What follows belongs to an exercise in optimizing a design on an open flow for small area, a short achievable clock period and few clock cycles; a production flow would make more cautious choices. The RTL was checked by simulation tests, not by an equivalence proof against the original design. No activity file was given, so power comes from the tool's default toggle rates.

Design tmc_decoder, start of the top module:
module tmc_decoder (
    input  wire         clk,
    input  wire         rst,
    input  wire         in_valid,
    output wire         in_ready,
    input  wire [1:0]   in_op,        
    input  wire         in_clk,
    input  wire         in_dat,
    input  wire         in_stb,
    input  wire         cfg_clk_present,
    input  wire         cfg_dat_present,
    input  wire         cfg_stb_present,
    input  wire [31:0]  cfg_samplerate,
    input  wire [1:0]   cfg_radix,
    output wire         out_valid,
    input  wire         out_ready,
    output reg  [3:0]   out_kind,
    output reg  [15:0]  out_ss,
    output reg  [15:0]  out_es,
    output reg  [7:0]   out_val,
    output reg  [3:0]   out_nbits,
    output reg  [263:0] out_blist,    
    output reg  [47:0]  out_rate,
    output wire [1:0]   status_err,
    output wire [1:0]   out_radix
);
Size in the first run: roughly 1,900 cells after synthesis, roughly 370 flip-flops, about 19,000 um^2 of cells after synthesis.
export LEC_CHECK = 0
export CAP_MARGIN = 20
export CORE_MARGIN = 2
export CORE_UTILIZATION = 65
export SETUP_SLACK_MARGIN = 4.5
export SLEW_MARGIN = 20
create_clock -name core_clock -period 8.0 [get_ports {clk}]
standard.sh (not shown) runs the stock make flow with config.mk's settings and CLKGATE_MAP_FILE= SYNTH_SCRIPT=/design/flow/synth_recipe.tcl, a recipe that flattens the netlist after the stock synthesis.
==> flow/flow/run.sh <==
#!/bin/bash
export BUFFER_PORTS_ARGS="-buffer_cell sky130_fd_sc_hd__buf_1"
export CTS_ARGS="-sink_clustering_enable -repair_clock_nets -dont_use_dummy_load -sink_clustering_size 24 -sink_clustering_max_diameter 80 -buf_list {sky130_fd_sc_hd__clkbuf_16}"
bash standard.sh > standard.log 2>&1
Testbench counts at the start, summed over its fixed seeds: cycles 70,566.
Edit:
==> flow/flow/run.sh (replaced) <==
#!/bin/bash
export BUFFER_PORTS_ARGS="-buffer_cell sky130_fd_sc_hd__buf_1"
export CTS_ARGS="-sink_clustering_enable -repair_clock_nets -dont_use_dummy_load -buf_list {sky130_fd_sc_hd__clkbuf_4}"
bash standard.sh > standard.log 2>&1
CORE_UTILIZATION = 55   (was 65)
Effect: The changed run completed with no timing, DRC or antenna violations. Design area rose by 3.4%. Sequential share of layout area went down by 1.4 points. Setup slack gets worse by 200 ps. Total power climbs by about 5.4%. First-iteration DRC count came out lower by about 22%. Sequential power barely changes. Flip-flop and latch count stays the same. Final cell count went up by about 5.5%. Clock skew climbs by 45 ps. Via count goes up by about 2%.
Edit:
==> flow/flow/run.sh (replaced) <==
#!/bin/bash
export BUFFER_PORTS_ARGS="-buffer_cell sky130_fd_sc_hd__buf_1"
export CTS_ARGS="-sink_clustering_enable -repair_clock_nets -dont_use_dummy_load -sink_clustering_size 24 -sink_clustering_max_diameter 80 -buf_list {sky130_fd_sc_hd__clkbuf_8 sky130_fd_sc_hd__clkbuf_16}"
bash standard.sh > standard.log 2>&1
CORE_UTILIZATION = 65   (was 55)
=> Final area came out lower by a few percent. Setup slack gains 200 ps. Routed wire length went down by a few percent. Via count is lower slightly.
Edit:
==> flow/flow/run.sh (replaced) <==
#!/bin/bash
export BUFFER_PORTS_ARGS="-buffer_cell sky130_fd_sc_hd__buf_1"
export CTS_ARGS="-sink_clustering_enable -repair_clock_nets -dont_use_dummy_load -buf_list {sky130_fd_sc_hd__clkbuf_4 sky130_fd_sc_hd__clkbuf_8}"
bash standard.sh > standard.log 2>&1
CORE_UTILIZATION = 55   (was 65)
Result: Die area rises by about a fifth; hold slack is about the same; via count is about the same; register-to-register slack is worse by 30 ps; cell area climbs slightly; worst setup slack gets worse by 74 ps; sequential share of layout area drops by 0.86 points; global-route usage drops by 3.5 points; synthesized area stays the same; clock power climbs by a quarter to a third; total power came out higher by a little under a tenth.

== run 1 ==
tmc_decoder, a different RTL version from the one above (not shown whole).
Size in the first run: roughly 1800 cells after synthesis, ~370 flip-flops, about 410 I/O pins, roughly 0.018 mm2 of cells after synthesis.
clock: 8.0 ns
lec_check: 0
cap_margin: 20
core_margin: 2
core_utilization: 65
setup_slack_margin: 4.9
slew_margin: 20
==> flow/flow/run.sh <==
#!/bin/bash
export BUFFER_PORTS_ARGS="-buffer_cell sky130_fd_sc_hd__buf_1"
export CTS_ARGS="-sink_clustering_enable -repair_clock_nets -dont_use_dummy_load -sink_clustering_size 20 -sink_clustering_max_diameter 80 -buf_list {sky130_fd_sc_hd__clkbuf_8 sky130_fd_sc_hd__clkbuf_16}"
bash standard.sh > standard.log 2>&1
Run 1 finished every stage and its layout cleared the timing, DRC and antenna checks.
Testbench counts of run 1, summed over its fixed seeds: cycles 70,746.
For run 2, these inputs were changed with respect to run 1:
Settings: changing SETUP_SLACK_MARGIN from 4.9 to 4.8.
### Flow results
- Compared with run 1, violation count after the first detailed-route iteration in run 2 decreased by more than 10%.
- Run 1 -> run 2: critical path required time flat
- Run 2 has average wire per cell in the routed design below what run 1 had.
- Compared to run 1, run 2 has weighted congestion at the end of routability-driven global placement about 3.3% lower.
- Re area growth from synthesis to final layout: run 1 and run 2 aren't equal, and the higher value belongs to run 1.
- Compared with run 1, run 2 instantiates a smaller number of standard cells.
- The run with more setup slack is run 1; run 2 has less.
> inputs changed (run 2 -> run 3)
Settings: changing SETUP_SLACK_MARGIN from 4.8 to 4.7.
==> notes.md <==
Run 3: power dissipated by switching net loads is about 1.1% lower than what run 2 reported.
Non-clock buffer count (run 3 over run 2): decrease, about 0.65%
Compared with run 2, placement density in the core of run 3 is lower.
Total power essentially unchanged between run 3 and run 2.
Higher share of power burned in the clock network among run 2 and run 3: run 2
When the final numbers for run 2 and run 3 were put side by side, the routed wire length turned out to be smaller in run 2.
### run 3 -> run 4
Settings: swapping 4.7 for 4.5 in SETUP_SLACK_MARGIN; swapping 65 for 70 in CORE_UTILIZATION.
### Flow results
The standard cells in run 4 occupy less silicon area than those in run 3 do.
For run 3, the cell with the biggest individual delay on the critical path was dfxtp_4, unlike run 4, where it was dfxtp_1.
The routed wire length in run 4 was lower than what run 3 gave.
The global routing met2 resource utilization reported for run 4 is greater than that of run 3 by 3.6 points.
As of run 4, die width had fallen by a few percent compared to run 3.
Looking at number of antenna violations at the first check in global routing across run 3 and run 4, the one that comes out lower is run 4.

==> port drivers added, routing unchanged <==
The results above use ideal ports. As a check the final layouts listed here were re-extracted and re-timed, cells and wires unchanged. Step 1 sets driving cells, clkbuf_16 on the clock port and buf_2 on the other inputs (assumed; they add their load-dependent delay and slew). Step 2, shift: input delay + t, output delay - t, t = (earliest + latest rising clock arrival at the registers) / 2. This alone moves slack from input paths to output paths. a / b / c = ideal / step 1 / step 2; a / b = the first two.
| run | t, ns | setup WS [ns] | worst hold slack (ns) | clock arrival spread, ns |
|---|---|---|---|---|
| the first run of note 1 | 0.567 | 4.555 / 4.502 / 4.030 | 0.442 / 0.442 / 0.442 | 0.040 / 0.040 |
| the second run of note 1 | 0.780 | 4.355 / 4.302 / 3.835 | 0.440 / 0.440 / 0.440 | 0.085 / 0.084 |
| the third run of note 1 | 0.567 | 4.555 / 4.502 / 4.030 | 0.442 / 0.442 / 0.442 | 0.040 / 0.040 |
| the fourth run of note 1 | 0.683 | 4.481 / 4.429 / 3.857 | 0.441 / 0.441 / 0.441 | 0.064 / 0.064 |
| run 1 | 0.579 | 4.707 / 4.651 / 4.300 | 0.451 / 0.451 / 0.451 | 0.036 / 0.035 |
| run 2 | 0.575 | 4.599 / 4.545 / 4.326 | 0.440 / 0.440 / 0.440 | 0.051 / 0.051 |
| run 3 | 0.585 | 4.649 / 4.593 / 4.171 | 0.441 / 0.441 / 0.441 | 0.023 / 0.023 |
| run 4 | 0.568 | 4.524 / 4.469 / 4.077 | 0.417 / 0.417 / 0.417 | 0.068 / 0.067 |
After both steps setup and hold are still met in every run listed. The setup slack of the fourth run of note 1, which loses most, moves by -0.052 ns with the drivers and by -0.624 ns with both steps.
